Context: an optimization exercise on an open-source flow, tuned for small area, a short achievable clock period and few clock cycles. The choices shown serve that exercise and are no tape-out recipe.
At most, simulation tests tie the RTL to the original design; equivalence was not proved.
For run 1, only the layout was checked, not whether the RTL still works.
No activity file was given, so power comes from the tool's default toggle rates.

<file path="flow/flow/run.sh">
#!/bin/bash
# The standard layout (standard.sh), except that the port buffers are
# buf_2 cells and timing repair may resize any cell to any size, not only to
# cells of the same footprint.  make's full output goes to make.log.
set -euo pipefail
bash standard.sh MATCH_CELL_FOOTPRINT=0 \
    "BUFFER_PORTS_ARGS=-buffer_cell sky130_fd_sc_hd__buf_2" finish > make.log 2>&1
</file>
<file path="flow/standard.sh">
#!/bin/bash
# synth_recipe.tcl (not shown) runs the flow's synth.tcl, then flattens the netlist and writes it again
# the make line also repeats each setting of config.mk as NAME=value (left out here)
make -C /OpenROAD-flow-scripts/flow DESIGN_CONFIG=/design/flow/config.mk WORK_HOME=/design/flow/orfs CLKGATE_MAP_FILE= SYNTH_SCRIPT=/design/flow/synth_recipe.tcl "${@:-finish}"
</file>
<file path="flow/config.mk">
export PLATFORM = sky130hd
export DESIGN_NAME = tpx3_codec
export DESIGN_NICKNAME = tpx3_codec
export VERILOG_FILES = /design/flow/design.v
export SDC_FILE = /design/flow/constraint.sdc
export NUM_CORES = 4
export LEC_CHECK = 0
export CAP_MARGIN = 20
export CORE_MARGIN = 2
export CORE_UTILIZATION = 40
export PLACE_DENSITY = 0.6
export SETUP_SLACK_MARGIN = 4
export SLEW_MARGIN = 20
</file>
<file path="flow/constraint.sdc">
create_clock -name core_clock -period 8.0 [get_ports {clk}]
set_input_delay 1.6000 -clock core_clock [delete_from_list [all_inputs] [get_ports {clk}]]
set_output_delay 1.6000 -clock core_clock [all_outputs]
set_load 0.01 [all_outputs]
</file>
<file path="flow/design.v">
module tpx3_codec (
    input  wire        clk,
    input  wire        rst,
    input  wire        in_valid,
    output wire        in_ready,
    input  wire [7:0]  in_op,
    input  wire [47:0] in_a,
    input  wire [31:0] in_b,
    input  wire [31:0] in_c,
    input  wire [31:0] in_d,
    output wire        out_valid,
    input  wire        out_ready,
    output wire [47:0] out_res,
    output wire        out_err,
    output wire        out_amb
);
    localparam [7:0] OP_ADDR_ENC  = 8'h01;
    localparam [7:0] OP_ADDR_DEC  = 8'h02;
    localparam [7:0] OP_LFSR_STEP = 8'h08;
    localparam [7:0] OP_ENC_TOA   = 8'h10;
    localparam [7:0] OP_DEC_TOA   = 8'h11;
    localparam [7:0] OP_ENC_FTOA  = 8'h12;
    localparam [7:0] OP_DEC_FTOA  = 8'h13;
    localparam [7:0] OP_ENC_TOT   = 8'h14;
    localparam [7:0] OP_DEC_TOT   = 8'h15;
    localparam [7:0] OP_ENC_PC10  = 8'h18;
    localparam [7:0] OP_DEC_PC10  = 8'h19;
    localparam [7:0] OP_PKT_ASM   = 8'h40;
    localparam [7:0] OP_PKT_DIS   = 8'h41;
    localparam [7:0] OP_HIT_DEC   = 8'h43;
    localparam [9:0] TOT_OVV  = 10'h1FF;
    reg        s1_vld, s2_vld, s3_vld;
    reg [47:0] s1_res, s2_res, s3_res;            
    reg        s1_err, s2_err, s3_err;
    reg        s1_amb, s2_amb, s3_amb;
    reg [47:0] q0_res, q1_res;
    reg        q0_err, q1_err, q0_amb, q1_amb;
    reg        q0_vld, q1_vld;
    reg        s1_enc, s2_enc, s3_enc;            
    reg        s1_dlo, s2_dlo, s3_dlo;            
    reg        s1_dhi, s2_dhi, s3_dhi;            
    reg        s1_glo, s1_ghi;                    
    reg        s1_erb;                            
    wire       s1_ref = s1_err | s1_erb;          
    wire       s1_cod = s1_enc | s1_dlo | s1_dhi;
    reg        s2_cod;       
    reg [9:0]  s2_y;         
    reg [4:0]  s2_r, s3_r;   
    wire en   = !q1_vld;                  
    wire take = q0_vld && out_ready;
    wire put  = en && s3_vld;             
    wire ld0  = take || !q0_vld;          
    assign in_ready  = en;
    assign out_valid = q0_vld;
    assign out_res   = q0_res;
    assign out_err   = q0_err;
    assign out_amb   = q0_amb;
    function [13:0] gray2bin(input [13:0] g);
        integer i;
        for (i = 0; i < 14; i = i + 1)
            gray2bin[i] = ^(g >> i);
    endfunction
    wire [7:0]  op = in_op;
    wire [47:0] a  = in_a;
    wire [31:0] b  = in_b;
    wire [31:0] c  = in_c;
    wire [31:0] d  = in_d;
    wire a_hi4  = |a[47:4];
    wire a_hi8  = |a[47:8];
    wire a_hi10 = |a[47:10];
    wire a_hi14 = |a[47:14];
    wire a_hi16 = |a[47:16];
    wire hdr_ok = (a[47:44] == 4'b1010);
    wire [7:0]  t1 = c[7:0];
    wire [7:0]  t2 = c[15:8];
    wire [7:0]  t3 = c[23:16];
    wire [7:0]  t4 = c[31:24];
    wire        four = (|t3) && (|t4);
    wire        step_width_bad = (|b[31:5]) || (b[4:0] == 5'd0) || (b[4] && (|b[3:0]));
    wire        tb1 = (|t1[7:4]) || (!b[4] && (t1[3:0] >= b[3:0]));
    wire        tb2 = (|t2[7:4]) || (!b[4] && (t2[3:0] >= b[3:0]));
    wire        tb3 = (|t3[7:4]) || (!b[4] && (t3[3:0] >= b[3:0]));
    wire        tb4 = (|t4[7:4]) || (!b[4] && (t4[3:0] >= b[3:0]));
    wire        step_taps_bad = tb1 || tb2 || (four && (tb3 || tb4));
    reg  [15:0] step_mask;       
    integer     mi;
    always @* begin
        for (mi = 0; mi < 16; mi = mi + 1)
            step_mask[mi] = b[4] || (mi < b[3:0]);
    end
    wire        step_reg_bad = a_hi16 || (|(a[15:0] & ~step_mask));
    wire [15:0] sreg = a[15:0];
    wire        step_fb = sreg[t1[3:0]] ^ sreg[t2[3:0]] ^
                          (four ? (sreg[t3[3:0]] ^ sreg[t4[3:0]]) : 1'b0);
    wire [15:0] step_out = ({sreg[14:0], 1'b0} & step_mask) | {15'd0, step_fb};
    reg [47:0] c_res;
    reg        c_err, c_erb, c_amb;    
    reg        c_enc, c_dlo, c_dhi;
    reg        c_glo, c_ghi;
    always @* begin
        c_res = 48'd0;
        c_err = 1'b0;
        c_erb = 1'b0;
        c_amb = 1'b0;
        c_enc = 1'b0;
        c_dlo = 1'b0;
        c_dhi = 1'b0;
        c_glo = 1'b0;
        c_ghi = 1'b0;
        case (op)
            OP_ADDR_ENC: begin
                c_err       = a_hi8 || (|b[31:8]);
                c_res[15:0] = {a[7:1], b[7:2], a[0], b[1:0]};
            end
            OP_ADDR_DEC: begin
                c_err       = a_hi16;
                c_res[15:0] = {a[15:9], a[2], a[8:3], a[1:0]};
            end
            OP_LFSR_STEP: begin
                c_err       = step_width_bad || step_taps_bad || step_reg_bad;
                c_res[15:0] = step_out;
            end
            OP_ENC_TOA: begin
                c_err       = a_hi14;
                c_res[13:0] = a[13:0] ^ {1'b0, a[13:1]};
            end
            OP_DEC_TOA: begin
                c_err       = a_hi14;
                c_res[13:0] = a[13:0];
                c_glo       = 1'b1;
            end
            OP_ENC_FTOA: begin
                c_res[3:0] = a_hi4 ? 4'd15 : a[3:0];
            end
            OP_DEC_FTOA: begin
                c_err      = a_hi4;
                c_res[3:0] = a[3:0];
            end
            OP_ENC_TOT, OP_ENC_PC10: begin
                if (a_hi10 || a[9:1] == 9'h1FF) c_res[9:0] = TOT_OVV;
                else begin
                    c_enc        = 1'b1;
                    c_res[13:4]  = a[9:0];
                end
            end
            OP_DEC_TOT, OP_DEC_PC10: begin
                c_erb       = a_hi10;
                c_amb       = (a[9:0] == 10'd0);
                c_dlo       = !c_amb;
                c_res[13:4] = a[9:0];
            end
            OP_PKT_ASM: begin
                c_erb = a_hi16 || (|b[31:14]) || (|c[31:10]) || (|d[31:4]);
                c_res = {4'b1010, a[15:0], b[13:0], c[9:0], d[3:0]};
            end
            OP_PKT_DIS: begin
                c_erb = !hdr_ok;
                c_res = {4'd0, a[43:0]};
            end
            OP_HIT_DEC: begin
                c_erb = (|b[31:1]) || d[0] || !hdr_ok;
                c_res = {4'd0, a[43:37], a[30], a[36:31], a[29:28],
                         a[27:14], a[13:4], a[3:0]};
                c_ghi = c[0];
                c_amb = !b[0] && (a[13:4] == 10'd0);
                c_dhi = !b[0] && c[0] && !c_amb;    
            end
            default: c_erb = 1'b1;
        endcase
    end
    always @(posedge clk) begin
        if (rst) begin
            s1_vld <= 1'b0;
            s2_vld <= 1'b0;
            s3_vld <= 1'b0;
            q0_vld <= 1'b0;
            q1_vld <= 1'b0;
        end else begin
            if (en) begin
                s1_vld <= in_valid;
                s2_vld <= s1_vld;
                s3_vld <= s2_vld;
            end
            if (ld0) q0_vld <= q1_vld || put;
            if (ld0) q1_vld <= 1'b0;
            else if (put) q1_vld <= 1'b1;
        end
    end
    always @(posedge clk) begin
        if (ld0) begin
            q0_res <= q1_vld ? q1_res : d_res;
            q0_err <= q1_vld ? q1_err : s3_err;
            q0_amb <= q1_vld ? q1_amb : s3_amb;
        end
        if (put && !ld0) begin
            q1_res <= d_res;  q1_err <= s3_err; q1_amb <= s3_amb;
        end
    end
    always @(posedge clk) begin
        if (en) begin
            s1_res <= c_res;  s1_err <= c_err;  s1_erb <= c_erb;  s1_amb <= c_amb;
            s1_enc <= c_enc;  s1_dlo <= c_dlo;  s1_dhi <= c_dhi;
            s1_glo <= c_glo;  s1_ghi <= c_ghi;
            s2_res <= b_res;  s2_err <= s1_ref; s2_amb <= s1_amb & ~s1_ref;
            s2_enc <= s1_enc; s2_dlo <= s1_dlo & ~s1_ref; s2_dhi <= s1_dhi & ~s1_ref;
            s2_cod <= (s1_enc | s1_dlo | s1_dhi) & ~s1_ref;
            s2_y   <= b_y;    s2_r   <= b_r;
            s3_res <= c_res3; s3_err <= s2_err; s3_amb <= s2_amb;
            s3_enc <= s2_enc; s3_dlo <= s2_dlo; s3_dhi <= s2_dhi;
            s3_r   <= s2_r;
        end
    end
    wire [13:0] gsrc = s1_ghi ? s1_res[27:14] : s1_res[13:0];
    wire [13:0] gbin = gray2bin(gsrc);
    wire [47:0] b_res = s1_ref ? 48'd0 :
                        {s1_res[47:28],
                         s1_ghi ? gbin : s1_res[27:14],
                         s1_cod ? b_x  : s1_glo ? gbin[13:4] : s1_res[13:4],
                         s1_glo ? gbin[3:0] : s1_res[3:0]};
    wire [9:0]  s1_v = s1_res[13:4];
    wire [9:0]  fa = {s1_v[6:0], s1_v[9:7]};    
    wire [4:0]  pk;                                
    assign pk[0] = (fa[0] & (fa[1] ^ fa[3] ^ fa[7] ^ fa[9])) ^ (fa[1] & (1'b1 ^ fa[2] ^ fa[4])) ^ (fa[2] & (fa[4] ^ fa[5] ^ fa[6])) ^ (fa[3] & (1'b1 ^ fa[4] ^ fa[6] ^ fa[8])) ^ (fa[4] & (fa[5] ^ fa[7] ^ fa[8] ^ fa[9])) ^ (fa[5] & (1'b1 ^ fa[6] ^ fa[7])) ^ (fa[6] & (1'b1 ^ fa[8] ^ fa[9])) ^ (fa[7] & (fa[9])) ^ fa[8];
    assign pk[1] = (fa[0] & (fa[1] ^ fa[2] ^ fa[6] ^ fa[8])) ^ (fa[1] & (fa[2] ^ fa[4] ^ fa[8])) ^ (fa[2] & (1'b1 ^ fa[3] ^ fa[5])) ^ (fa[3] & (fa[5] ^ fa[6] ^ fa[7])) ^ (fa[4] & (1'b1 ^ fa[5] ^ fa[7] ^ fa[9])) ^ (fa[5] & (fa[6] ^ fa[8] ^ fa[9])) ^ (fa[6] & (1'b1 ^ fa[7] ^ fa[8])) ^ (fa[7] & (1'b1 ^ fa[9])) ^ fa[9];
    assign pk[2] = (fa[0] & (fa[1] ^ fa[3] ^ fa[5] ^ fa[8])) ^ (fa[1] & (1'b1 ^ fa[3] ^ fa[4] ^ fa[6] ^ fa[7] ^ fa[8])) ^ (fa[2] & (fa[6] ^ fa[7] ^ fa[8])) ^ (fa[3] & (fa[5] ^ fa[6] ^ fa[9])) ^ fa[4] ^ (fa[5] & (1'b1 ^ fa[6] ^ fa[7] ^ fa[9])) ^ (fa[6] & (1'b1 ^ fa[7] ^ fa[8])) ^ fa[7] ^ fa[8];
    assign pk[3] = (fa[0] & (1'b1 ^ fa[2] ^ fa[3] ^ fa[6] ^ fa[8] ^ fa[9])) ^ (fa[1] & (fa[2] ^ fa[3] ^ fa[5] ^ fa[8])) ^ (fa[2] & (fa[7] ^ fa[9])) ^ (fa[3] & (fa[4] ^ fa[5] ^ fa[8] ^ fa[9])) ^ (fa[4] & (fa[6] ^ fa[7] ^ fa[9])) ^ (fa[5] & (1'b1 ^ fa[6] ^ fa[7])) ^ (fa[6] & (1'b1 ^ fa[7] ^ fa[9])) ^ (fa[8] & (fa[9])) ^ fa[9];
    assign pk[4] = (fa[0] & (fa[1] ^ fa[2] ^ fa[4] ^ fa[7] ^ fa[9])) ^ (fa[1] & (fa[6] ^ fa[8] ^ fa[9])) ^ (fa[2] & (fa[3] ^ fa[4] ^ fa[7] ^ fa[8] ^ fa[9])) ^ (fa[3] & (fa[5] ^ fa[6] ^ fa[8] ^ fa[9])) ^ (fa[4] & (1'b1 ^ fa[5] ^ fa[6] ^ fa[9])) ^ (fa[5] & (1'b1 ^ fa[6] ^ fa[8] ^ fa[9])) ^ (fa[7] & (fa[8])) ^ fa[8];
    wire [4:0]  elo_k = s1_v[4:0];
    wire [9:0]  elo;                               
    assign elo[0] = (~elo_k[0] & elo_k[4]) | (elo_k[0] & elo_k[1] & elo_k[3]) | (~elo_k[0] & elo_k[1] & elo_k[2]) | (elo_k[0] & elo_k[2] & elo_k[3]) | (~elo_k[1] & elo_k[2] & ~elo_k[3] & ~elo_k[4]) | (~elo_k[0] & elo_k[1] & ~elo_k[3]);
    assign elo[1] = (elo_k[0] & elo_k[4]) | (~elo_k[0] & elo_k[2] & elo_k[3]) | (elo_k[1] & elo_k[2] & ~elo_k[4]) | (~elo_k[0] & ~elo_k[1] & ~elo_k[2] & ~elo_k[3]) | (elo_k[0] & elo_k[1] & ~elo_k[3]) | (elo_k[0] & elo_k[2] & ~elo_k[3]);
    assign elo[2] = (~elo_k[0] & elo_k[4]) | (elo_k[0] & elo_k[2] & elo_k[3]) | (~elo_k[0] & elo_k[2] & ~elo_k[3]) | (elo_k[0] & ~elo_k[1] & ~elo_k[2] & ~elo_k[3]) | (~elo_k[0] & ~elo_k[1] & ~elo_k[2] & elo_k[3]) | (elo_k[0] & elo_k[1] & elo_k[2] & ~elo_k[4]);
    assign elo[3] = (~elo_k[0] & elo_k[2] & ~elo_k[3]) | (~elo_k[1] & ~elo_k[2] & elo_k[3]) | (elo_k[0] & ~elo_k[3] & elo_k[4]) | (elo_k[0] & elo_k[3] & ~elo_k[4]) | (elo_k[1] & elo_k[2] & ~elo_k[3]) | (~elo_k[0] & ~elo_k[1] & elo_k[2] & elo_k[4]) | (~elo_k[0] & ~elo_k[2] & elo_k[3] & elo_k[4]);
    assign elo[4] = (~elo_k[0] & ~elo_k[1] & ~elo_k[2]) | (elo_k[0] & elo_k[2] & ~elo_k[3]) | (~elo_k[0] & elo_k[3] & ~elo_k[4]) | (~elo_k[0] & ~elo_k[3] & elo_k[4]) | (~elo_k[2] & elo_k[3] & elo_k[4]) | (~elo_k[1] & ~elo_k[2] & elo_k[3]) | (elo_k[0] & ~elo_k[1] & elo_k[2] & elo_k[4]);
    assign elo[5] = (~elo_k[2] & elo_k[3]) | (elo_k[0] & ~elo_k[3] & elo_k[4]) | (~elo_k[1] & ~elo_k[2] & ~elo_k[4]) | (elo_k[0] & elo_k[3] & ~elo_k[4]) | (~elo_k[0] & elo_k[3] & elo_k[4]) | (~elo_k[0] & elo_k[1] & elo_k[2] & ~elo_k[3]);
    assign elo[6] = (~elo_k[0] & elo_k[1] & ~elo_k[2]) | (elo_k[0] & ~elo_k[2] & elo_k[3]) | (~elo_k[0] & ~elo_k[1] & elo_k[4]) | (elo_k[0] & elo_k[3] & elo_k[4]) | (elo_k[0] & elo_k[1] & elo_k[2] & ~elo_k[3]) | (~elo_k[0] & elo_k[2] & elo_k[3] & ~elo_k[4]) | (~elo_k[1] & ~elo_k[2] & ~elo_k[3] & ~elo_k[4]) | (~elo_k[0] & ~elo_k[3] & elo_k[4]);
    assign elo[7] = (elo_k[0] & elo_k[1] & ~elo_k[2]) | (~elo_k[0] & ~elo_k[1] & elo_k[3]) | (elo_k[0] & ~elo_k[1] & elo_k[4]) | (~elo_k[0] & ~elo_k[2] & elo_k[3]) | (elo_k[0] & elo_k[2] & elo_k[3] & ~elo_k[4]) | (elo_k[0] & ~elo_k[2] & ~elo_k[3]) | (elo_k[1] & ~elo_k[2] & ~elo_k[4]) | (elo_k[0] & ~elo_k[3] & elo_k[4]) | (~elo_k[0] & elo_k[3] & elo_k[4]);
    assign elo[8] = (~elo_k[0] & elo_k[4]) | (elo_k[3] & elo_k[4]) | (~elo_k[0] & ~elo_k[1] & elo_k[2]) | (elo_k[0] & ~elo_k[1] & elo_k[3]) | (~elo_k[0] & ~elo_k[2] & ~elo_k[3]) | (elo_k[0] & elo_k[1] & ~elo_k[2] & ~elo_k[4]) | (~elo_k[0] & elo_k[2] & elo_k[3]);
    assign elo[9] = (elo_k[2] & elo_k[3]) | (elo_k[0] & elo_k[4]) | (elo_k[0] & ~elo_k[1] & ~elo_k[3]) | (~elo_k[0] & elo_k[1] & elo_k[3]) | (elo_k[0] & ~elo_k[2] & ~elo_k[3]) | (~elo_k[1] & elo_k[2] & ~elo_k[4]);
    wire [9:0]  b_x = s1_enc ? elo : fa;
    wire [5:0]  t6k = {s1_enc, s1_enc ? s1_v[9:5] : pk};
    wire [4:0]  b_r;
    wire [9:0]  b_y;
    assign b_r[0] = (t6k[0] & ~t6k[1] & ~t6k[2]) | (t6k[0] & ~t6k[1] & t6k[3]) | (t6k[0] & ~t6k[2] & ~t6k[4]) | (~t6k[0] & t6k[1] & ~t6k[2] & t6k[3]) | (~t6k[0] & ~t6k[1] & ~t6k[3] & t6k[4]) | (t6k[0] & ~t6k[1] & ~t6k[4]) | (t6k[0] & t6k[2] & t6k[3] & t6k[4]) | (~t6k[0] & t6k[1] & t6k[2] & ~t6k[3] & ~t6k[4]);
    assign b_r[1] = (t6k[1] & t6k[2] & ~t6k[4]) | (~t6k[0] & ~t6k[1] & ~t6k[3]) | (~t6k[2] & ~t6k[3] & ~t6k[4]) | (~t6k[0] & t6k[1] & ~t6k[2] & t6k[4]) | (~t6k[0] & t6k[1] & t6k[2] & t6k[3]) | (t6k[0] & ~t6k[1] & ~t6k[2] & ~t6k[4]) | (t6k[1] & ~t6k[2] & t6k[3] & t6k[4]);
    assign b_r[2] = (t6k[0] & ~t6k[1] & ~t6k[3]) | (~t6k[2] & t6k[3] & ~t6k[4]) | (~t6k[1] & t6k[2] & ~t6k[3]) | (~t6k[0] & t6k[1] & ~t6k[2] & ~t6k[3]) | (~t6k[0] & ~t6k[1] & ~t6k[4]) | (t6k[0] & t6k[2] & ~t6k[3] & t6k[4]) | (~t6k[0] & t6k[1] & t6k[2] & t6k[3] & t6k[4]);
    assign b_r[3] = (~t6k[0] & t6k[2] & t6k[3]) | (t6k[0] & ~t6k[2] & t6k[4]) | (~t6k[1] & ~t6k[2] & ~t6k[3]) | (t6k[1] & t6k[3] & t6k[4]) | (~t6k[0] & ~t6k[1] & ~t6k[2] & ~t6k[4]) | (t6k[0] & ~t6k[1] & ~t6k[3] & ~t6k[4]) | (~t6k[0] & ~t6k[2] & ~t6k[3] & ~t6k[4]);
    assign b_r[4] = (~t6k[0] & ~t6k[1] & t6k[2]) | (t6k[0] & ~t6k[1] & t6k[4]) | (~t6k[0] & t6k[2] & ~t6k[3]) | (~t6k[0] & t6k[1] & ~t6k[2] & t6k[3]) | (~t6k[0] & t6k[2] & t6k[4]) | (t6k[0] & ~t6k[2] & t6k[3] & t6k[4]) | (t6k[0] & t6k[1] & t6k[2] & t6k[3] & ~t6k[4]);
    assign b_y[0] = (t6k[0] & t6k[1] & ~t6k[2] & ~t6k[3]) | (~t6k[0] & ~t6k[1] & t6k[2] & ~t6k[3]) | (t6k[0] & t6k[1] & t6k[2] & t6k[3]) | (~t6k[0] & t6k[1] & t6k[2] & ~t6k[4]) | (t6k[0] & ~t6k[1] & ~t6k[3] & t6k[5]) | (~t6k[2] & t6k[3] & t6k[4] & ~t6k[5]) | (~t6k[0] & ~t6k[1] & t6k[2] & t6k[4]) | (~t6k[0] & t6k[1] & t6k[3] & ~t6k[4]) | (t6k[0] & ~t6k[1] & t6k[4] & t6k[5]) | (~t6k[1] & t6k[2] & ~t6k[3] & t6k[4]) | (~t6k[0] & ~t6k[1] & t6k[2] & t6k[5]) | (t6k[0] & t6k[2] & t6k[4] & t6k[5]) | (t6k[1] & t6k[2] & ~t6k[4] & ~t6k[5]) | (~t6k[1] & ~t6k[3] & t6k[4] & t6k[5]) | (t6k[0] & t6k[2] & t6k[3] & ~t6k[4] & ~t6k[5]);
    assign b_y[1] = (t6k[0] & ~t6k[4] & t6k[5]) | (~t6k[0] & ~t6k[1] & t6k[2] & t6k[4]) | (t6k[0] & ~t6k[1] & t6k[3] & ~t6k[5]) | (~t6k[0] & t6k[2] & t6k[3] & t6k[5]) | (~t6k[1] & ~t6k[2] & ~t6k[3] & t6k[5]) | (t6k[0] & t6k[1] & t6k[2] & ~t6k[4]) | (t6k[0] & t6k[3] & t6k[4] & ~t6k[5]) | (~t6k[0] & t6k[1] & ~t6k[2] & t6k[4] & t6k[5]) | (~t6k[0] & t6k[2] & ~t6k[3] & ~t6k[4] & ~t6k[5]) | (~t6k[0] & t6k[2] & t6k[3] & t6k[4]) | (~t6k[1] & t6k[2] & t6k[4] & ~t6k[5]) | (~t6k[1] & t6k[3] & t6k[4] & ~t6k[5]) | (t6k[0] & t6k[1] & ~t6k[2] & t6k[4] & ~t6k[5]) | (~t6k[0] & t6k[1] & ~t6k[2] & t6k[3] & ~t6k[4] & ~t6k[5]);
    assign b_y[2] = (~t6k[0] & t6k[1] & t6k[2] & ~t6k[3]) | (~t6k[0] & t6k[2] & t6k[3] & t6k[4]) | (t6k[0] & ~t6k[1] & t6k[3] & ~t6k[5]) | (~t6k[0] & t6k[2] & ~t6k[3] & ~t6k[5]) | (t6k[0] & ~t6k[1] & t6k[4] & ~t6k[5]) | (t6k[1] & t6k[2] & t6k[4] & t6k[5]) | (t6k[0] & t6k[1] & ~t6k[2] & ~t6k[3] & t6k[4]) | (~t6k[0] & ~t6k[1] & ~t6k[2] & ~t6k[3] & t6k[5]) | (t6k[0] & ~t6k[1] & t6k[2] & ~t6k[3] & t6k[5]) | (t6k[0] & t6k[1] & ~t6k[2] & ~t6k[4] & t6k[5]) | (~t6k[0] & ~t6k[1] & t6k[3] & ~t6k[4] & t6k[5]) | (~t6k[1] & t6k[3] & t6k[4] & ~t6k[5]) | (~t6k[0] & t6k[1] & ~t6k[3] & t6k[4] & ~t6k[5]) | (t6k[0] & ~t6k[1] & ~t6k[3] & ~t6k[4] & t6k[5]) | (t6k[0] & t6k[2] & t6k[3] & ~t6k[4] & ~t6k[5]) | (~t6k[0] & t6k[1] & ~t6k[2] & t6k[3] & ~t6k[4] & ~t6k[5]);
    assign b_y[3] = (t6k[0] & ~t6k[2] & t6k[3]) | (t6k[0] & ~t6k[2] & ~t6k[5]) | (~t6k[0] & t6k[2] & ~t6k[3] & t6k[5]) | (~t6k[0] & t6k[1] & t6k[4] & ~t6k[5]) | (t6k[0] & t6k[1] & t6k[4] & t6k[5]) | (t6k[0] & ~t6k[1] & t6k[3] & ~t6k[4]) | (~t6k[1] & ~t6k[2] & t6k[3] & t6k[5]) | (t6k[0] & t6k[3] & t6k[4] & ~t6k[5]) | (~t6k[0] & t6k[1] & t6k[2] & t6k[3] & ~t6k[4]) | (t6k[1] & ~t6k[2] & t6k[3] & t6k[4]) | (t6k[0] & t6k[1] & t6k[3] & t6k[5]) | (t6k[0] & t6k[1] & ~t6k[3] & ~t6k[4] & ~t6k[5]) | (~t6k[0] & t6k[2] & t6k[3] & ~t6k[4] & ~t6k[5]);
    assign b_y[4] = (t6k[1] & t6k[3] & t6k[4]) | (t6k[1] & t6k[4] & ~t6k[5]) | (t6k[0] & ~t6k[1] & ~t6k[2] & ~t6k[3]) | (t6k[0] & t6k[1] & t6k[2] & ~t6k[3]) | (t6k[0] & ~t6k[2] & t6k[3] & ~t6k[5]) | (~t6k[0] & ~t6k[2] & t6k[3] & t6k[4]) | (~t6k[1] & ~t6k[2] & ~t6k[3] & t6k[5]) | (~t6k[0] & ~t6k[1] & t6k[2] & t6k[3] & ~t6k[5]) | (~t6k[0] & t6k[2] & ~t6k[3] & ~t6k[4] & t6k[5]) | (~t6k[0] & t6k[1] & ~t6k[2] & ~t6k[3] & ~t6k[5]) | (t6k[0] & ~t6k[1] & t6k[3] & ~t6k[4] & ~t6k[5]) | (t6k[0] & t6k[1] & ~t6k[3] & ~t6k[4] & t6k[5]);
    assign b_y[5] = (~t6k[0] & t6k[3] & t6k[4]) | (t6k[0] & ~t6k[2] & ~t6k[5]) | (~t6k[0] & ~t6k[2] & ~t6k[3] & ~t6k[4]) | (~t6k[0] & ~t6k[1] & t6k[2] & t6k[3]) | (t6k[0] & t6k[1] & ~t6k[2] & t6k[4]) | (~t6k[0] & ~t6k[1] & t6k[2] & t6k[4]) | (~t6k[0] & t6k[1] & t6k[3] & t6k[5]) | (t6k[0] & ~t6k[1] & ~t6k[4] & ~t6k[5]) | (t6k[1] & ~t6k[2] & ~t6k[3] & ~t6k[5]) | (~t6k[0] & t6k[2] & t6k[4] & t6k[5]) | (t6k[0] & t6k[1] & ~t6k[3] & t6k[4] & ~t6k[5]) | (~t6k[1] & t6k[2] & ~t6k[3] & t6k[4] & t6k[5]) | (t6k[0] & t6k[1] & t6k[2] & ~t6k[3] & ~t6k[4] & t6k[5]);
    assign b_y[6] = (~t6k[0] & ~t6k[1] & t6k[3] & t6k[4]) | (t6k[0] & ~t6k[2] & t6k[3] & ~t6k[5]) | (~t6k[0] & ~t6k[1] & t6k[2] & ~t6k[5]) | (~t6k[0] & t6k[3] & t6k[4] & ~t6k[5]) | (~t6k[0] & t6k[1] & ~t6k[2] & ~t6k[3] & t6k[4]) | (t6k[0] & t6k[1] & t6k[2] & ~t6k[3] & ~t6k[5]) | (t6k[1] & ~t6k[2] & ~t6k[3] & ~t6k[4] & ~t6k[5]) | (~t6k[1] & ~t6k[2] & t6k[3] & t6k[4]) | (~t6k[0] & ~t6k[1] & t6k[3] & ~t6k[5]) | (~t6k[0] & ~t6k[1] & t6k[2] & ~t6k[3] & ~t6k[4]) | (t6k[0] & t6k[1] & ~t6k[2] & t6k[3] & ~t6k[4]) | (t6k[0] & ~t6k[1] & ~t6k[2] & t6k[4] & ~t6k[5]) | (t6k[0] & t6k[2] & ~t6k[3] & ~t6k[4] & ~t6k[5]) | (~t6k[0] & t6k[1] & t6k[2] & t6k[3] & ~t6k[4] & t6k[5]) | (t6k[0] & t6k[1] & t6k[2] & t6k[3] & t6k[4] & t6k[5]);
    assign b_y[7] = (~t6k[0] & ~t6k[1] & t6k[2] & ~t6k[3]) | (~t6k[0] & t6k[1] & ~t6k[2] & t6k[3]) | (t6k[0] & t6k[1] & ~t6k[2] & ~t6k[4]) | (~t6k[1] & ~t6k[2] & ~t6k[3] & t6k[4]) | (~t6k[0] & t6k[1] & ~t6k[4] & t6k[5]) | (~t6k[1] & t6k[2] & ~t6k[4] & ~t6k[5]) | (~t6k[0] & ~t6k[2] & t6k[3] & ~t6k[4]) | (t6k[0] & t6k[1] & t6k[2] & ~t6k[3] & t6k[4]) | (t6k[0] & ~t6k[2] & t6k[3] & t6k[4] & ~t6k[5]) | (~t6k[0] & t6k[2] & t6k[3] & t6k[4] & ~t6k[5]) | (~t6k[1] & t6k[2] & ~t6k[3] & ~t6k[4]) | (t6k[0] & t6k[1] & t6k[2] & ~t6k[3] & ~t6k[5]) | (~t6k[0] & t6k[1] & ~t6k[2] & t6k[4] & ~t6k[5]);
    assign b_y[8] = (~t6k[0] & ~t6k[2] & t6k[3]) | (t6k[1] & t6k[2] & t6k[5]) | (~t6k[0] & ~t6k[1] & ~t6k[5]) | (~t6k[1] & ~t6k[2] & ~t6k[4] & t6k[5]) | (t6k[0] & t6k[1] & t6k[2] & ~t6k[3]) | (t6k[1] & ~t6k[2] & t6k[3] & ~t6k[4]) | (~t6k[1] & ~t6k[2] & t6k[3] & t6k[4]) | (~t6k[1] & ~t6k[3] & t6k[4] & ~t6k[5]) | (t6k[0] & ~t6k[1] & t6k[2] & t6k[3] & ~t6k[4]) | (~t6k[0] & t6k[1] & t6k[3] & ~t6k[4]) | (t6k[1] & ~t6k[2] & t6k[3] & ~t6k[5]) | (t6k[0] & t6k[1] & ~t6k[2] & ~t6k[4] & ~t6k[5]) | (t6k[0] & t6k[1] & ~t6k[3] & t6k[4] & t6k[5]);
    assign b_y[9] = (~t6k[3] & t6k[4] & t6k[5]) | (~t6k[0] & ~t6k[1] & ~t6k[3]) | (~t6k[0] & t6k[1] & t6k[3] & ~t6k[4]) | (~t6k[2] & t6k[3] & t6k[4] & ~t6k[5]) | (t6k[0] & t6k[1] & t6k[2] & t6k[4]) | (~t6k[1] & ~t6k[2] & ~t6k[4] & t6k[5]) | (~t6k[0] & ~t6k[1] & t6k[2] & ~t6k[5]) | (t6k[0] & t6k[1] & ~t6k[3] & ~t6k[4] & ~t6k[5]) | (t6k[0] & t6k[2] & ~t6k[3] & t6k[4]) | (~t6k[0] & t6k[2] & ~t6k[4] & ~t6k[5]) | (t6k[0] & t6k[1] & t6k[2] & t6k[3] & t6k[5]) | (~t6k[1] & t6k[2] & t6k[3] & ~t6k[4] & ~t6k[5]);
    wire [9:0]  s2_x = s2_res[13:4];
    wire [9:0]  c_p;
    wire s2_x_s2_y_d0 = (s2_x[0] & s2_y[0]);
    wire s2_x_s2_y_d1 = (s2_x[0] & s2_y[1]) ^ (s2_x[1] & s2_y[0]);
    wire s2_x_s2_y_d2 = (s2_x[0] & s2_y[2]) ^ (s2_x[1] & s2_y[1]) ^ (s2_x[2] & s2_y[0]);
    wire s2_x_s2_y_d3 = (s2_x[0] & s2_y[3]) ^ (s2_x[1] & s2_y[2]) ^ (s2_x[2] & s2_y[1]) ^ (s2_x[3] & s2_y[0]);
    wire s2_x_s2_y_d4 = (s2_x[0] & s2_y[4]) ^ (s2_x[1] & s2_y[3]) ^ (s2_x[2] & s2_y[2]) ^ (s2_x[3] & s2_y[1]) ^ (s2_x[4] & s2_y[0]);
    wire s2_x_s2_y_d5 = (s2_x[0] & s2_y[5]) ^ (s2_x[1] & s2_y[4]) ^ (s2_x[2] & s2_y[3]) ^ (s2_x[3] & s2_y[2]) ^ (s2_x[4] & s2_y[1]) ^ (s2_x[5] & s2_y[0]);
    wire s2_x_s2_y_d6 = (s2_x[0] & s2_y[6]) ^ (s2_x[1] & s2_y[5]) ^ (s2_x[2] & s2_y[4]) ^ (s2_x[3] & s2_y[3]) ^ (s2_x[4] & s2_y[2]) ^ (s2_x[5] & s2_y[1]) ^ (s2_x[6] & s2_y[0]);
    wire s2_x_s2_y_d7 = (s2_x[0] & s2_y[7]) ^ (s2_x[1] & s2_y[6]) ^ (s2_x[2] & s2_y[5]) ^ (s2_x[3] & s2_y[4]) ^ (s2_x[4] & s2_y[3]) ^ (s2_x[5] & s2_y[2]) ^ (s2_x[6] & s2_y[1]) ^ (s2_x[7] & s2_y[0]);
    wire s2_x_s2_y_d8 = (s2_x[0] & s2_y[8]) ^ (s2_x[1] & s2_y[7]) ^ (s2_x[2] & s2_y[6]) ^ (s2_x[3] & s2_y[5]) ^ (s2_x[4] & s2_y[4]) ^ (s2_x[5] & s2_y[3]) ^ (s2_x[6] & s2_y[2]) ^ (s2_x[7] & s2_y[1]) ^ (s2_x[8] & s2_y[0]);
    wire s2_x_s2_y_d9 = (s2_x[0] & s2_y[9]) ^ (s2_x[1] & s2_y[8]) ^ (s2_x[2] & s2_y[7]) ^ (s2_x[3] & s2_y[6]) ^ (s2_x[4] & s2_y[5]) ^ (s2_x[5] & s2_y[4]) ^ (s2_x[6] & s2_y[3]) ^ (s2_x[7] & s2_y[2]) ^ (s2_x[8] & s2_y[1]) ^ (s2_x[9] & s2_y[0]);
    wire s2_x_s2_y_d10 = (s2_x[1] & s2_y[9]) ^ (s2_x[2] & s2_y[8]) ^ (s2_x[3] & s2_y[7]) ^ (s2_x[4] & s2_y[6]) ^ (s2_x[5] & s2_y[5]) ^ (s2_x[6] & s2_y[4]) ^ (s2_x[7] & s2_y[3]) ^ (s2_x[8] & s2_y[2]) ^ (s2_x[9] & s2_y[1]);
    wire s2_x_s2_y_d11 = (s2_x[2] & s2_y[9]) ^ (s2_x[3] & s2_y[8]) ^ (s2_x[4] & s2_y[7]) ^ (s2_x[5] & s2_y[6]) ^ (s2_x[6] & s2_y[5]) ^ (s2_x[7] & s2_y[4]) ^ (s2_x[8] & s2_y[3]) ^ (s2_x[9] & s2_y[2]);
    wire s2_x_s2_y_d12 = (s2_x[3] & s2_y[9]) ^ (s2_x[4] & s2_y[8]) ^ (s2_x[5] & s2_y[7]) ^ (s2_x[6] & s2_y[6]) ^ (s2_x[7] & s2_y[5]) ^ (s2_x[8] & s2_y[4]) ^ (s2_x[9] & s2_y[3]);
    wire s2_x_s2_y_d13 = (s2_x[4] & s2_y[9]) ^ (s2_x[5] & s2_y[8]) ^ (s2_x[6] & s2_y[7]) ^ (s2_x[7] & s2_y[6]) ^ (s2_x[8] & s2_y[5]) ^ (s2_x[9] & s2_y[4]);
    wire s2_x_s2_y_d14 = (s2_x[5] & s2_y[9]) ^ (s2_x[6] & s2_y[8]) ^ (s2_x[7] & s2_y[7]) ^ (s2_x[8] & s2_y[6]) ^ (s2_x[9] & s2_y[5]);
    wire s2_x_s2_y_d15 = (s2_x[6] & s2_y[9]) ^ (s2_x[7] & s2_y[8]) ^ (s2_x[8] & s2_y[7]) ^ (s2_x[9] & s2_y[6]);
    wire s2_x_s2_y_d16 = (s2_x[7] & s2_y[9]) ^ (s2_x[8] & s2_y[8]) ^ (s2_x[9] & s2_y[7]);
    wire s2_x_s2_y_d17 = (s2_x[8] & s2_y[9]) ^ (s2_x[9] & s2_y[8]);
    wire s2_x_s2_y_d18 = (s2_x[9] & s2_y[9]);
    assign c_p[0] = s2_x_s2_y_d0 ^ s2_x_s2_y_d10 ^ s2_x_s2_y_d17;
    assign c_p[1] = s2_x_s2_y_d1 ^ s2_x_s2_y_d11 ^ s2_x_s2_y_d18;
    assign c_p[2] = s2_x_s2_y_d2 ^ s2_x_s2_y_d12;
    assign c_p[3] = s2_x_s2_y_d3 ^ s2_x_s2_y_d10 ^ s2_x_s2_y_d13 ^ s2_x_s2_y_d17;
    assign c_p[4] = s2_x_s2_y_d4 ^ s2_x_s2_y_d11 ^ s2_x_s2_y_d14 ^ s2_x_s2_y_d18;
    assign c_p[5] = s2_x_s2_y_d5 ^ s2_x_s2_y_d12 ^ s2_x_s2_y_d15;
    assign c_p[6] = s2_x_s2_y_d6 ^ s2_x_s2_y_d13 ^ s2_x_s2_y_d16;
    assign c_p[7] = s2_x_s2_y_d7 ^ s2_x_s2_y_d14 ^ s2_x_s2_y_d17;
    assign c_p[8] = s2_x_s2_y_d8 ^ s2_x_s2_y_d15 ^ s2_x_s2_y_d18;
    assign c_p[9] = s2_x_s2_y_d9 ^ s2_x_s2_y_d16;
    wire [9:0]  ecnt = {c_p[2:0], c_p[9:3]};     
    wire        c_e  = s2_cod & s2_enc;
    wire [47:0] c_res3 = {s2_res[47:14],
                          c_e ? {4'd0, ecnt[9:4]} : s2_cod ? c_p : s2_res[13:4],
                          c_e ? ecnt[3:0] : s2_res[3:0]};
    wire [9:0]  s3_p = s3_res[13:4];
    wire [6:0]  t2k = {s3_p[8], s3_p[7], s3_p[6], s3_p[4], s3_p[2], s3_p[1], s3_p[0]};
    wire [9:0]  u;                                 
    assign u[0] = (t2k[3] & ~t2k[4] & t2k[6]) | (t2k[0] & ~t2k[2] & t2k[4] & ~t2k[5]) | (t2k[3] & ~t2k[5] & ~t2k[6]) | (t2k[0] & t2k[4] & ~t2k[6]) | (~t2k[1] & ~t2k[4] & t2k[6]) | (~t2k[0] & t2k[1] & ~t2k[2] & t2k[4] & t2k[5]);
    assign u[1] = (~t2k[0] & ~t2k[3] & t2k[5]) | (~t2k[0] & t2k[2] & ~t2k[5]) | (~t2k[0] & ~t2k[1] & ~t2k[2] & t2k[6]) | (~t2k[0] & t2k[1] & ~t2k[4] & t2k[5]) | (t2k[0] & ~t2k[1] & ~t2k[3]) | (t2k[0] & ~t2k[4] & ~t2k[5]);
    assign u[2] = (t2k[2] & t2k[4]) | (~t2k[4] & ~t2k[5] & ~t2k[6]) | (~t2k[1] & t2k[2]) | (~t2k[0] & ~t2k[1] & t2k[4] & t2k[5]) | (~t2k[0] & t2k[2] & t2k[5]) | (t2k[0] & t2k[3] & ~t2k[5]);
    assign u[3] = (~t2k[1] & t2k[4] & ~t2k[5]) | (t2k[1] & ~t2k[4] & t2k[6]) | (~t2k[3] & ~t2k[5] & ~t2k[6]) | (~t2k[2] & ~t2k[3] & t2k[4] & t2k[5]) | (t2k[0] & t2k[1] & t2k[3]) | (~t2k[0] & ~t2k[1] & t2k[2] & t2k[5]);
    assign u[4] = (~t2k[0] & ~t2k[3] & t2k[5]) | (t2k[0] & t2k[5] & t2k[6]) | (~t2k[0] & t2k[1] & ~t2k[4] & ~t2k[5]) | (~t2k[0] & t2k[2] & ~t2k[4] & t2k[5]) | (~t2k[1] & ~t2k[4] & ~t2k[6]) | (t2k[1] & ~t2k[2] & t2k[4] & t2k[5]);
    assign u[5] = (~t2k[0] & ~t2k[3] & t2k[4]) | (t2k[1] & ~t2k[3] & ~t2k[4]) | (~t2k[1] & t2k[4] & t2k[5]) | (t2k[2] & t2k[4] & t2k[6]) | (~t2k[0] & t2k[5] & ~t2k[6]) | (t2k[0] & ~t2k[2] & ~t2k[3] & t2k[5]);
    assign u[6] = (t2k[0] & t2k[5]) | (t2k[0] & t2k[1] & t2k[4]) | (~t2k[0] & ~t2k[2] & ~t2k[5] & ~t2k[6]) | (t2k[1] & t2k[3] & t2k[4] & t2k[5]) | (t2k[0] & t2k[3]) | (~t2k[1] & t2k[2] & t2k[5]);
    assign u[7] = (~t2k[2] & ~t2k[4] & t2k[5]) | (~t2k[3] & t2k[4] & ~t2k[5]) | (t2k[0] & ~t2k[2] & t2k[5]) | (t2k[0] & t2k[2] & ~t2k[4]) | (t2k[1] & ~t2k[2] & t2k[5]) | (~t2k[0] & t2k[1] & t2k[2] & ~t2k[5]);
    assign u[8] = (t2k[3] & t2k[4] & t2k[5]) | (t2k[5] & ~t2k[6]) | (~t2k[1] & ~t2k[2] & ~t2k[4]) | (~t2k[1] & ~t2k[4] & ~t2k[5]) | (t2k[2] & ~t2k[3]) | (t2k[1] & t2k[3] & ~t2k[6]) | (t2k[1] & ~t2k[3] & ~t2k[5] & t2k[6]);
    assign u[9] = (t2k[0] & ~t2k[5]) | (t2k[4] & ~t2k[6]) | (t2k[1] & t2k[5] & ~t2k[6]) | (~t2k[1] & ~t2k[5] & t2k[6]) | (~t2k[0] & ~t2k[1] & ~t2k[2] & t2k[3]) | (~t2k[0] & t2k[2] & t2k[3] & t2k[4]);
    wire [4:0]  ag = u[4:0] & s3_r;
    wire [4:0]  ap = u[4:0] ^ s3_r;
    wire [5:0]  ac;
    assign ac[0] = 1'b0;
    assign ac[1] = ag[0];
    assign ac[2] = ag[1] | (ap[1] & ag[0]);
    assign ac[3] = ag[2] | (ap[2] & ag[1]) | (ap[2] & ap[1] & ag[0]);
    assign ac[4] = ag[3] | (ap[3] & ag[2]) | (ap[3] & ap[2] & ag[1]) | (ap[3] & ap[2] & ap[1] & ag[0]);
    assign ac[5] = ag[4] | (ap[4] & ac[4]);
    wire [4:0]  uhi1 = u[9:5] ^ {&u[8:5], &u[7:5], &u[6:5], u[5], 1'b1};
    wire [9:0]  dcnt = {ac[5] ? uhi1 : u[9:5], ap ^ ac[4:0]};
    wire [47:0] d_res = {s3_res[47:14],
                         s3_dhi ? dcnt : s3_dlo ? {4'd0, dcnt[9:4]} : s3_res[13:4],
                         s3_dlo ? dcnt[3:0] : s3_res[3:0]};
endmodule
</file>
==> results of run 1 <==
[power by group]
part,total [mW],switching (mW),leakage (nW),internal (mW)
registers,1.68,0.0835,3.08,1.60
logic,0.557,0.328,4.58,0.229
clock network,1.24,0.541,0.427,0.703
total,3.48,0.953,8.10,2.53
[path summary, 6_finish.rpt]
path	to	slack, ps	cells after the start
worst max-delay path	s2_y[1]$_DFFE_PN_	4110	12
worst min-delay path	s3_res[14]$_DFFE_PN_	420	0
worst max register to register	s2_y[1]$_DFFE_PN_	4110	12
worst min register to register	s3_res[14]$_DFFE_PN_	420	0
[timing repair]
| action | in CTS | in global routing |
|---|---|---|
| setup endpoints to repair | 18 | 38 |
| hold endpoints to repair | 0 | 0 |
| buffers inserted | 11 | 21 |
| cloned | 3 | 2 |
| gates resized for setup | 11 | 20 |
| pin swaps | 2 | 2 |
[metrics by stage]
step	hold WS, ps	instances	area [um^2]	power (mW)	utilization
6_report	417	2571	21100	3.48	0.465
5_1_grt	427	2571	21100	3.62	0.465
4_1_cts	417	2548	20800	3.47	0.458
3_5_place_dp	405	2483	19700	2.20	0.435
3_3_place_gp	404	2483	19700	2.20	0.435
2_1_floorplan	400	1803	18400	2.02	-
[state kept, by name, summed over array words and instances (netlist names), 5 cells and up]
register,count
q0_res,45
q1_res,45
s1_res,45
s2_r,5
s2_res,45
s2_y,10
s3_r,5
s3_res,45
[worst max-delay path: stages, from the launching register on]
cell and delay (ps):
edfxtp_1 380, clkbuf_8 270, ha_1 330, and2b_1 240, xnor3_1 390, xnor2_2 290, a2111oi_1 110, or3_1 450
o21ai_2 170, buf_6 280, nor2_1 180, a31oi_1 350, nand4_1 150
[metal layers]
metal  vias up  part of all wire
met3       119             0.070
met1      7053              0.44
li1       6915                 -
met5         -                 0
met4         0             0.027
met2       655              0.47
[cells in the mapped netlist (34+ instances only)]
| cell | instances | area [um^2] |
|---|---|---|
| mux2_2 | 59 | 664 |
| xor2_1 | 49 | 429 |
| clkbuf_1 | 98 | 368 |
| ha_1 | 53 | 663 |
| xnor2_1 | 139 | 1220 |
| a21oi_1 | 104 | 521 |
| nor2_1 | 132 | 495 |
| nand2_1 | 228 | 856 |
| inv_1 | 52 | 195 |
| o21ai_0 | 87 | 435 |
| edfxtp_1 | 267 | 8020 |
| mux2i_1 | 34 | 340 |
[cell families (layout without fill, tap and decap cells)]
group,after synthesis,count (layout),synth area share
other cells,1,2,0.000204
mux,115,115,0.0815
flops,272,272,0.441
xor+xnor,208,209,0.113
compound gates,389,391,0.139
simple gates,562,563,0.141
buf+inv,198,362,0.0453
fa+ha+maj,57,57,0.0393
[layout make-up]
type / count / area, um^2
Timing Repair inverter: 1 / 5.00
Tap cell: 600 / 751
Clock buffer: 35 / 748
Multi-Input combinational cell: 1337 / 9620
Timing Repair Buffer: 254 / 1480
Clock inverter: 16 / 133
Sequential cell: 272 / 8120
Inverter: 56 / 223
Fill cell: 4228 / 24300
==> summary.md, run 1 <==
| Metric | Value |
|---|---|
| Max IR drop VDD | roughly 0.00014 V |
| Least-Margin Pin Slew | roughly 1200 ps |
| Max Fclk | ~260 MHz |
| CTS max path bufs | 3 |
| Overall Global Routing Usage | 0.214 |
| CTS tree | built |
| Period minus WS final | 3890 ps |
| Vias in the first global route | 14400 |
| Number of I/O pins | about 210 |
| Netlist cell types | 84 |
| Pwr Density | 165 mW/mm^2 |
| Crit Path Max Fanout | 33 |
| Number of H-tree levels | 1 |
| Final HPWL DP | between 30 and 40 mm |
| Share of post-route cells with drive strength above 1 | 0.213 |
| FP Rows | about 80 |
| Register area share after synthesis | 0.441 |
| Layout Skew | 14.7 ps |
| Mapped Cells | 1802 |
| Port bufs | approximately 210 |
| Drt pass-1 iters | 6 |
| Core Region | 0.0454 mm^2 |
| Post-DRT Antenna Nets | 0 |
| Hold_buf cts | 0 |
| First-pass GRT wire length | 81.6 mm |
| Die Span X | 219 um |
| Setup CP Type | reg -> reg |
| Most frequent cells in the layout | edfxtp_1, nand2_1, buf_2 |
| M2 GR Usage | 0.344 |
| Required time worst endpoint | roughly 8300 ps |
| Number of max-cap violations | 0 |
| Antenna cell count | 0 |
| Clock Latency Late Sink | ~560 ps |
| Drt via density | approximately 5.7 |
| Clock Tree Root | clkbuf_16 |
| PnR worst setup slack | around 4100 ps |
| Final cycle utilization of the critical path | 0.486 |
| CP startpoint | s1_res[9]$_DFFE_PN_ |
| Hold crit path type | reg -> reg |
| Initial antenna violation count | 0 |
| Critical path endpoint category | flip-flop |
| P_leak | slightly above 8 nW |
| CP Launch Type | flip-flop |
| Starting Density | 0.406 |
| Worst Path Arrival | 4190 ps |
| Final hold vios | 0 |
| Synth Cell Area | ~0.018 mm^2 |
| Run status | complete, no violations |
| GR Util met1 | 0.303 |
| Drt total wl | approximately 52 mm |
| Grt total ovfl | 0 |
| Reg2reg start | s1_res[9]$_DFFE_PN_ |
| Die Footprint | between 0.04 and 0.05 mm^2 |
| Slew Limit Headroom | 0.226 |
| Fin Setup TNS | 0 ps |
| CTS buffer count | 29 |
| Worst Hold Launch | s2_res[14]$_SDFFCE_PP0N_ |
| Layout Nets | about 2200 |
| RSZ-0062 raised after global routing | yes |
| Setup WS pre-CTS | between 3000 and 4000 ps |
| Via count | about 15000 |
| Largest net degree at the start of global routing | a little over 80 |
| GP Congestion | 0.970 |
| Final setup violation count | 0 |
| DRC | 0 |
| Fin. max-slew vios | 0 |
| DR WL/cell | 20.2 um |
| Sink Count | 272 |
| Most common cell after layout, fill and taps aside | edfxtp_1 |
| #FFs+latches synth | around 270 |
| Chip height | between 200 and 250 um |
| Async set-reset flop share out of synthesis | 0 |
| Post-synth EDFFs | approximately 270 |
| Reg clk slew, reported paths | roughly 70 ps |
| Mapped Avg Cell Area | between 10 and 15 um^2 |
| YS warnings | 1 |
| Iter 0 DRT Violations | approximately 1500 |
| Met3 usage | 0.0266 |
| Gr busiest metal | met2 |
| P&R area growth vs syn | 14.5% |
| Top FF cell, synth | edfxtp_1 |
==> inputs of run 2 (changes only) <==
--- a/flow/design.v
+++ b/flow/design.v
@@ -34,7 +34,7 @@
     reg        s1_err, s2_err, s3_err;
     reg        s1_amb, s2_amb, s3_amb;
-    reg [47:0] q0_res, q1_res;
-    reg        q0_err, q1_err, q0_amb, q1_amb;
-    reg        q0_vld, q1_vld;
+    reg        s4_vld;
+    reg [47:0] s4_res;
+    reg        s4_err, s4_amb;
     reg        s1_enc, s2_enc, s3_enc;            
     reg        s1_dlo, s2_dlo, s3_dlo;            
@@ -47,17 +47,17 @@
     reg [9:0]  s2_y;         
     reg [4:0]  s2_r, s3_r;   
-    wire en   = !q1_vld;                  
-    wire take = q0_vld && out_ready;
-    wire put  = en && s3_vld;             
-    wire ld0  = take || !q0_vld;          
+    wire en = !s4_vld || out_ready;       
     assign in_ready  = en;
-    assign out_valid = q0_vld;
-    assign out_res   = q0_res;
-    assign out_err   = q0_err;
-    assign out_amb   = q0_amb;
+    assign out_valid = s4_vld;
+    assign out_res   = s4_res;
+    assign out_err   = s4_err;
+    assign out_amb   = s4_amb;
     function [13:0] gray2bin(input [13:0] g);
         integer i;
-        for (i = 0; i < 14; i = i + 1)
-            gray2bin[i] = ^(g >> i);
+        begin
+            gray2bin[13] = g[13];
+            for (i = 12; i >= 0; i = i - 1)
+                gray2bin[i] = gray2bin[i + 1] ^ g[i];
+        end
     endfunction
     wire [7:0]  op = in_op;
@@ -174,6 +174,5 @@
             s2_vld <= 1'b0;
             s3_vld <= 1'b0;
-            q0_vld <= 1'b0;
-            q1_vld <= 1'b0;
+            s4_vld <= 1'b0;
         end else begin
             if (en) begin
@@ -181,18 +180,6 @@
                 s2_vld <= s1_vld;
                 s3_vld <= s2_vld;
+                s4_vld <= s3_vld;
             end
-            if (ld0) q0_vld <= q1_vld || put;
-            if (ld0) q1_vld <= 1'b0;
-            else if (put) q1_vld <= 1'b1;
-        end
-    end
-    always @(posedge clk) begin
-        if (ld0) begin
-            q0_res <= q1_vld ? q1_res : d_res;
-            q0_err <= q1_vld ? q1_err : s3_err;
-            q0_amb <= q1_vld ? q1_amb : s3_amb;
-        end
-        if (put && !ld0) begin
-            q1_res <= d_res;  q1_err <= s3_err; q1_amb <= s3_amb;
         end
     end
@@ -209,4 +196,5 @@
             s3_enc <= s2_enc; s3_dlo <= s2_dlo; s3_dhi <= s2_dhi;
             s3_r   <= s2_r;
+            s4_res <= d_res;  s4_err <= s3_err; s4_amb <= s3_amb;
         end
     end
==> run 2 against run 1 <==
Compared with the run above:
- still clean on timing, DRC and antenna
- combinational power is 46% higher
- clock skew grew 14 ps
- synthesized cell count shrank 7.3%
- die area fell by 12%
- utilization grew 0.13 points
- worst hold slack worse by 16 ps
- final cell count is 8.2% lower
- critical path type is now in -> out
- critical endpoint is now in_ready
==> summary.md, run 2 <==
| Metric | Value |
|---|---|
| Run status | complete, no violations |
| Fin Setup TNS | 0 ps |
| FP Rows | between 70 and 80 |
| Required time worst endpoint | roughly 6400 ps |
| Die Footprint | between 0.04 and 0.05 mm^2 |
| R2R Setup Slk | between 4000 and 5000 ps |
| Number of max-cap violations | 0 |
| Vias in the first global route | 13100 |
| Clock Tree Root | clkbuf_16 |
| First-pass GRT wire length | roughly 74 mm |
| Post-synth EDFFs | between 200 and 250 |
| Critical path endpoint category | primary output |
| Clock Latency Late Sink | 550 ps |
| #FFs+latches synth | approximately 220 |
| Hold crit path type | reg -> reg |
| Hold Path End | s3_res[17]$_DFFE_PP_ |
| Number of H-tree levels | 1 |
| Top FF cell, synth | edfxtp_1 |
| Final cycle utilization of the critical path | 0.490 |
| Drt total wl | between 40 and 50 mm |
| Least-Margin Pin Slew | 1040 ps |
| Number of fill cells in the layout | 3722 |
| P&R area growth vs syn | 14.6% |
| CTS buffer count | 24 |
| Sink Count | about 220 |
| RSZ-0062 raised after global routing | yes |
| Count leader, synth | edfxtp_1 |
| Crit path buf inv count | 2 |
| Critical path's top delay family | simple AND/OR/NAND/NOR gates |
| Worst Path Arrival | 2320 ps |
| Reg clk slew, reported paths | around 60 ps |
| Most common cell after layout, fill and taps aside | edfxtp_1 |
| Initial antenna violation count | 1 |
| Cell mode on critical path | buf_2 |
| Grt total ovfl | 0 |
| Starting Density | 0.407 |
| Hold_buf cts | 0 |
| Share of post-route cells with drive strength above 1 | 0.201 |
| Post-synth top area cell | edfxtp_1 |
| Via count | around 14000 |
| Mapped Avg Cell Area | 9.71 um^2 |
| Slowest-stage cell, CP | nand2b_4 |
| YS warnings | 1 |
| FF-to-FF End | s2_y[4]$_DFFE_PP_ |
| Hold Crit Depth | 0 |
| Chip height | just over 200 um |
| Period minus WS final | ~4000 ps |
| Most frequent cells in the layout | edfxtp_1, nand2_1, buf_2 |
| GP Congestion | around 0.93 |
| Drt pass-1 iters | 8 |
| Synth top area share | 0.407 |
| Antenna cell count | 0 |
| Setup CP Type | in -> out |
| Largest net degree at the start of global routing | 84 |
| Mapped Cells | around 1700 |
| Slowest cell delay on critical path | 400 ps |
| Die Span X | approximately 200 um |
| Final setup violation count | 0 |
| CTS tree | built |
| Crit Path Max Fanout | 33 |
| Critical-path cell list | buf_2 -> nand2b_4 -> buf_2 |
| Hold_ws | between 400 and 500 ps |
| Setup WS pre-CTS | roughly 3500 ps |
| Pwr Density | 182 mW/mm^2 |
| Post-DRT Antenna Nets | 0 |
| Max Fclk | 255 MHz |
| Cells after DPL | 2288 |
| Worst Reg-to-Reg Cells | 14 |
| Port bufs | 205 |
| Drt via density | approximately 5.9 |
| Layout Nets | about 2000 |
| Final HPWL DP | around 33 mm |
| Largest cells by area after synthesis | edfxtp_1, xnor2_1, nand2_1 |
| Final hold vios | 0 |
| Iter 0 DRT Violations | between 1500 and 2000 |
| Netlist cell types | 87 |
| Core Region | 0.0399 mm^2 |
| Design Area, Final | around 0.019 mm^2 |
| Synth Cell Area | 0.0162 mm^2 |
| Non-Filler Instances | roughly 2400 |
| Number of I/O pins | ~210 |
| PnR worst setup slack | 4080 ps |
| Synth cell count leaders | edfxtp_1, nand2_1, nor2_1, xnor2_1, a21oi_1 |
| Reg2reg start | s1_res[4]$_DFFE_PP_ |
| DRC | 0 |
| Post-place instance area | between 0.015 and 0.02 mm^2 |
| CTS max path bufs | 3 |
| Fin. max-slew vios | 0 |
| DR WL/cell | 20.5 um |
| Worst Hold Launch | s2_res[17]$_SDFFCE_PP0P_ |
| CP Launch Type | primary input |
| Max IR drop VDD | approximately 0.00015 V |
| P_leak | around 7.4 nW |
| Overall Global Routing Usage | 0.221 |
| Register area share after synthesis | 0.412 |
| Async set-reset flop share out of synthesis | 0 |
| Slew Limit Headroom | 0.305 |
| Layout Skew | 28.7 ps |
==> run 2: what timing repair did <==
item / in CTS / in global routing
setup endpoints to repair: 16 / 18
buffers inserted: 6 / 17
gates cloned: 1 / 3
gates resized for setup: 3 / 16
pin swaps: 0 / 3
==> run 2: area by class of cell <==
type | instances | area (um^2) | share of cell area
repair buffers | 249 | 1370 | 0.0738
clock inverters | 9 | 100 | 0.00538
inverters | 60 | 233 | 0.0125
well taps | 525 | 657 | 0.0353
clock buffers | 35 | 692 | 0.0372
flip-flops and latches | 224 | 6690 | 0.360
multi-input cells | 1257 | 8850 | 0.476
==> run 2: kinds of logic (layout without fill, tap and decap cells) <==
| logic type | after synthesis | after routing | synth area share |
|---|---|---|---|
| buffers and inverters | 194 | 353 | 0.0490 |
| flip-flops | 224 | 224 | 0.412 |
| other | 1 | 2 | 0.000231 |
| adder cells (fa/ha/maj) | 55 | 55 | 0.0433 |
| AND/OR/NAND/NOR | 540 | 542 | 0.155 |
| multiplexers | 61 | 61 | 0.0544 |
| XOR/XNOR | 182 | 182 | 0.113 |
| AO/OA/AOI/OAI | 414 | 415 | 0.173 |
==> run 2: layer usage <==
metal / vias to the layer above / part of all wire / track usage
met2: 671 / 0.46 / 0.353
li1: 6454 / - / -
met1: 6785 / 0.44 / 0.321
met4: 2 / 0.019 / 0.0545
met5: - / 0.00023 / 0
met3: 85 / 0.080 / 0.0255
==> run 2: power by group <==
group	total (mW)	switching, mW	internal (mW)
Sequential	1.49	0.116	1.37
Combinational	0.814	0.488	0.327
Clock	1.09	0.450	0.637
Total	3.39	1.05	2.34
==> run 2: metrics by stage <==
| step | util | total power, mW |
|---|---|---|
| 6_report | 0.466 | 3.39 |
| 3_3_place_gp | 0.439 | 2.27 |
| 5_1_grt | 0.466 | 3.53 |
| 4_1_cts | 0.460 | 3.37 |
| 2_1_floorplan | - | 2.01 |
| 3_5_place_dp | 0.439 | 2.27 |
==> run 2: how the worst max path moves through the flow <==
| stage | from | to | slack (ps) | cells past startpoint |
|---|---|---|---|---|
| global placement | s1_res[6]$_DFFE_PP_ | s2_y[4]$_DFFE_PP_ | 3560 | 13 |
| CTS | s1_res[4]$_DFFE_PP_ | s2_y[4]$_DFFE_PP_ | 3930 | 13 |
| global route | s1_res[7]$_DFFE_PP_ | s2_y[0]$_DFFE_PP_ | 3920 | 13 |
| finish | out_ready | in_ready | 4080 | 3 |
| detailed placement | s1_res[6]$_DFFE_PP_ | s2_y[4]$_DFFE_PP_ | 3490 | 13 |
| floorplan | out_ready | in_ready | 4020 | 2 |
Testbench counts of run 2, summed over its fixed seeds: cycles 1,632.
==> inputs of run 3 (changes only) <==
--- a/flow/config.mk
+++ b/flow/config.mk
@@ -10,4 +10,4 @@
 export CORE_UTILIZATION = 40
 export PLACE_DENSITY = 0.6
-export SETUP_SLACK_MARGIN = 4
+export SETUP_SLACK_MARGIN = 5
 export SLEW_MARGIN = 20
==> run 3 against run 2 <==
Compared with the run above:
- clock power about the same
- non-clock buffer count up 163
- sequential share of layout area down 5.6 points
- clock skew down 12 ps
- critical path type unchanged
==> summary.md, run 3 <==
| Metric | Value |
|---|---|
| DR WL/cell | 21.2 um |
| Mapped Cells | 1671 |
| Number of H-tree levels | 1 |
| Required time worst endpoint | about 6400 ps |
| Initial antenna violation count | 0 |
| Layout Skew | around 17 ps |
| PnR worst setup slack | between 4000 and 5000 ps |
| Drt pass-1 iters | 8 |
| Worst Hold Launch | s3_res[43]$_DFFE_PP_ |
| P_leak | between 8 and 9 nW |
| Worst Path Arrival | between 1500 and 2000 ps |
| Clock Tree Root | clkbuf_16 |
| CP Launch Type | primary input |
| Starting Density | 0.407 |
| Non-Filler Instances | ~2500 |
| RSZ-0062 raised after global routing | yes |
| Grt total ovfl | 0 |
| Sink Count | 224 |
| Crit Path Max Fanout | 2 |
| Most common cell after layout, fill and taps aside | edfxtp_1 |
| Critical-path cell list | buf_12 -> nand2b_4 -> buf_6 |
| Fin Setup TNS | 0 ps |
| Number of I/O pins | 208 |
| Chip height | approximately 210 um |
| Slowest cell delay on critical path | roughly 150 ps |
| Post-synth top area cell | edfxtp_1 |
| Pwr Density | 171 mW/mm^2 |
| Flop pwr share | 0.396 |
| First-pass GRT wire length | about 83 mm |
| Antenna cell count | 0 |
| P&R area growth vs syn | 35.9% |
| Slew Limit Headroom | 0.311 |
| Setup CP Type | in -> out |
| YS warnings | 1 |
| Fin. max-slew vios | 0 |
| Clock share of power | 0.295 |
| Drt via density | roughly 5.9 |
| Synth Cell Area | roughly 0.016 mm^2 |
| Hold Crit Depth | 0 |
| Layout Nets | ~2200 |
| Hold_buf cts | 0 |
| Setup WS pre-CTS | between 3000 and 4000 ps |
| Switching Power | about 1.2 mW |
| Reg clk slew, reported paths | 60 ps |
| CTS buffer count | 25 |
| Least-Margin Pin Slew | 1030 ps |
| Number of max-cap violations | 0 |
| Period minus WS final | between 3000 and 4000 ps |
| Synth top area share | 0.407 |
| FP Rows | 73 |
| Overall Global Routing Usage | 0.248 |
| Post-synth EDFFs | 220 |
| Final cycle utilization of the critical path | 0.448 |
| Final HPWL DP | around 33 mm |
| Run status | complete, no violations |
| GP Congestion | about 0.95 |
| Share of post-route cells with drive strength above 1 | 0.358 |
| Netlist cell types | 87 |
| Hold Path End | s4_res[43]$_DFFE_PP_ |
| Drt total wl | 53.7 mm |
| Hold crit path type | reg -> reg |
| Synth cell count leaders | edfxtp_1, nand2_1, nor2_1, xnor2_1, a21oi_1 |
| CTS tree | built |
| Max IR drop VDD | approximately 0.00014 V |
| Cells after DPL | 2283 |
| Count leader, synth | edfxtp_1 |
| Most frequent cells in the layout | edfxtp_1, nand2_1, buf_2 |
| Clock Latency Late Sink | around 550 ps |
| #FFs+latches synth | ~220 |
| Combinational power share | 0.309 |
| Via count | approximately 15000 |
| CTS max path bufs | 3 |
| Port bufs | ~210 |
| Final hold vios | 0 |
| Async set-reset flop share out of synthesis | 0 |
| FF-to-FF End | s2_y[1]$_DFFE_PP_ |
| Die Span X | about 210 um |
| Largest cells by area after synthesis | edfxtp_1, xnor2_1, nand2_1 |
| R2R Setup Slk | between 4000 and 5000 ps |
| Pint | 2.57 mW |
| Final Power | ~3.8 mW |
| Register area share after synthesis | 0.412 |
| Worst Reg-to-Reg Cells | 14 |
| Vias in the first global route | roughly 15000 |
| Hold_ws | 412 ps |
| Post-DRT Antenna Nets | 0 |
| Reg2reg start | s1_res[8]$_DFFE_PP_ |
| Top FF cell, synth | edfxtp_1 |
| Slowest-stage cell, CP | nand2b_4 |
| Critical path endpoint category | primary output |
| Die Footprint | 0.0422 mm^2 |
| Largest net degree at the start of global routing | 80 |
| Iter 0 DRT Violations | 1497 |
| Max Fclk | between 200 and 300 MHz |
| Mapped Avg Cell Area | a little under 10 um^2 |
| Net Sw Frac | 0.318 |
| DRC | 0 |
| Core Region | 0.0399 mm^2 |
| Final setup violation count | 0 |
[run 3: cell count changes in the layout (fill, tap and decap cells not counted), sizes merged]
cell / before / now
buf: 249 / 402
clkbuf: 35 / 41
clkinv: 8 / 13
clkinvlp: 2 / 5
inv: 58 / 55
nand2b: 14 / 16
a21o: 9 / 10
bufinv: 1 / 2
nor2: 123 / 124
o211a: 4 / 5
[run 3: power groups by stage]
stage | sequential, mW | combinational (mW) | clock, mW
finish | 1.49 | 1.16 | 1.11
CTS | 1.49 | 1.01 | 1.14
floorplan | 1.42 | 0.627 | 0
detailed placement | 1.52 | 0.779 | 0
global placement | 1.52 | 0.773 | 0
global route | 1.50 | 1.23 | 1.18
[run 3: metrics by stage]
step,area [um^2],util
3_5_place_dp,17700,0.444
4_1_cts,21000,0.526
2_1_floorplan,16700,-
3_3_place_gp,17700,0.444
6_report,22100,0.553
5_1_grt,22100,0.553
[run 3: logic make-up (layout without fill, tap and decap cells)]
kind of cell | Yosys count | after routing | synth area share
and+or+nand+nor | 540 | 545 | 0.155
AOI/OAI and AO/OA | 414 | 417 | 0.173
DFF | 224 | 224 | 0.412
buffers and inverters | 194 | 518 | 0.0490
xor gates and xnor gates | 182 | 182 | 0.113
muxes | 61 | 61 | 0.0544
adders and majority gates | 55 | 55 | 0.0433
other | 1 | 2 | 0.000231
[run 3: worst max-delay path by stage]
| stage | from | end | slack (ps) | depth (start not counted) |
|---|---|---|---|---|
| after floorplan | out_ready | in_ready | 4050 | 2 |
| after global placement | s1_res[8]$_DFFE_PP_ | s2_y[8]$_DFFE_PP_ | 3490 | 12 |
| after detailed placement | s1_res[8]$_DFFE_PP_ | s2_y[8]$_DFFE_PP_ | 3420 | 12 |
| after CTS | out_ready | in_ready | 4410 | 3 |
| after global routing | s1_res[8]$_DFFE_PP_ | s2_y[6]$_DFFE_PP_ | 4320 | 13 |
| final | out_ready | in_ready | 4410 | 3 |
[run 3: layout make-up]
cell class / instances / area [um^2]
well taps: 525 / 657
repair buffers: 412 / 3470
flip-flops and latches: 224 / 6690
clock inverters: 14 / 143
multi-input cells: 1262 / 10200
repair inverters: 1 / 5.00
fillers: 3412 / 17900
inverters: 60 / 270
clock buffers: 31 / 648
[run 3: critical path: cells and delay by family]
kind	cells	cell delay [ps]
AND/OR/NAND/NOR	1	150
buffers and inverters	2	230
[run 3: timing repair]
| action | CTS | global route |
|---|---|---|
| pin swaps | 74 | 76 |
| setup buffers | 139 | 47 |
| resized for setup | 300 | 128 |
| setup endpoints to repair | 215 | 53 |
| gates cloned | 14 | 1 |
[run 3: per-layer routing]
layer	track usage	part of all wire	vias up	wire, um
li1	-	-	6829	-
met1	0.341	0.42	7234	22700
met2	0.413	0.47	684	25500
met3	0.0222	0.071	128	3790
met4	0.0827	0.032	0	1700
met5	0	0	-	0

-- what the ideal ports hide --
The results above use ideal ports. As a check the final layouts listed here were re-extracted and re-timed, cells and wires unchanged. Step 1 sets driving cells, clkbuf_16 on the clock port and buf_2 on the other inputs (assumed; they add their load-dependent delay and slew). Step 2 adds t to the input delays and takes it off the output delays; t is the mean of the earliest and latest rising clock arrival at the registers after step 1. Input paths then give back, and output paths get back, about the clock's delay inside the block. Three values: ideal ports, drivers, drivers and shift; two values: the first two.
| run | t (ns) | setup WS [ns] | pins driven straight from the clock port |
|---|---|---|---|
| run 1 | 0.607 | 4.110 / 4.110 / 3.692 | 1 |
| run 2 | 0.577 | 4.083 / 4.060 / 3.845 | 1 |
| run 3 | 0.580 | 4.415 / 4.361 / 4.101 | 1 |
After both steps setup and hold are still met in every run listed. For run 1, which loses most, drivers alone change the setup slack by 0.000 ns; drivers and shift together by -0.418 ns.
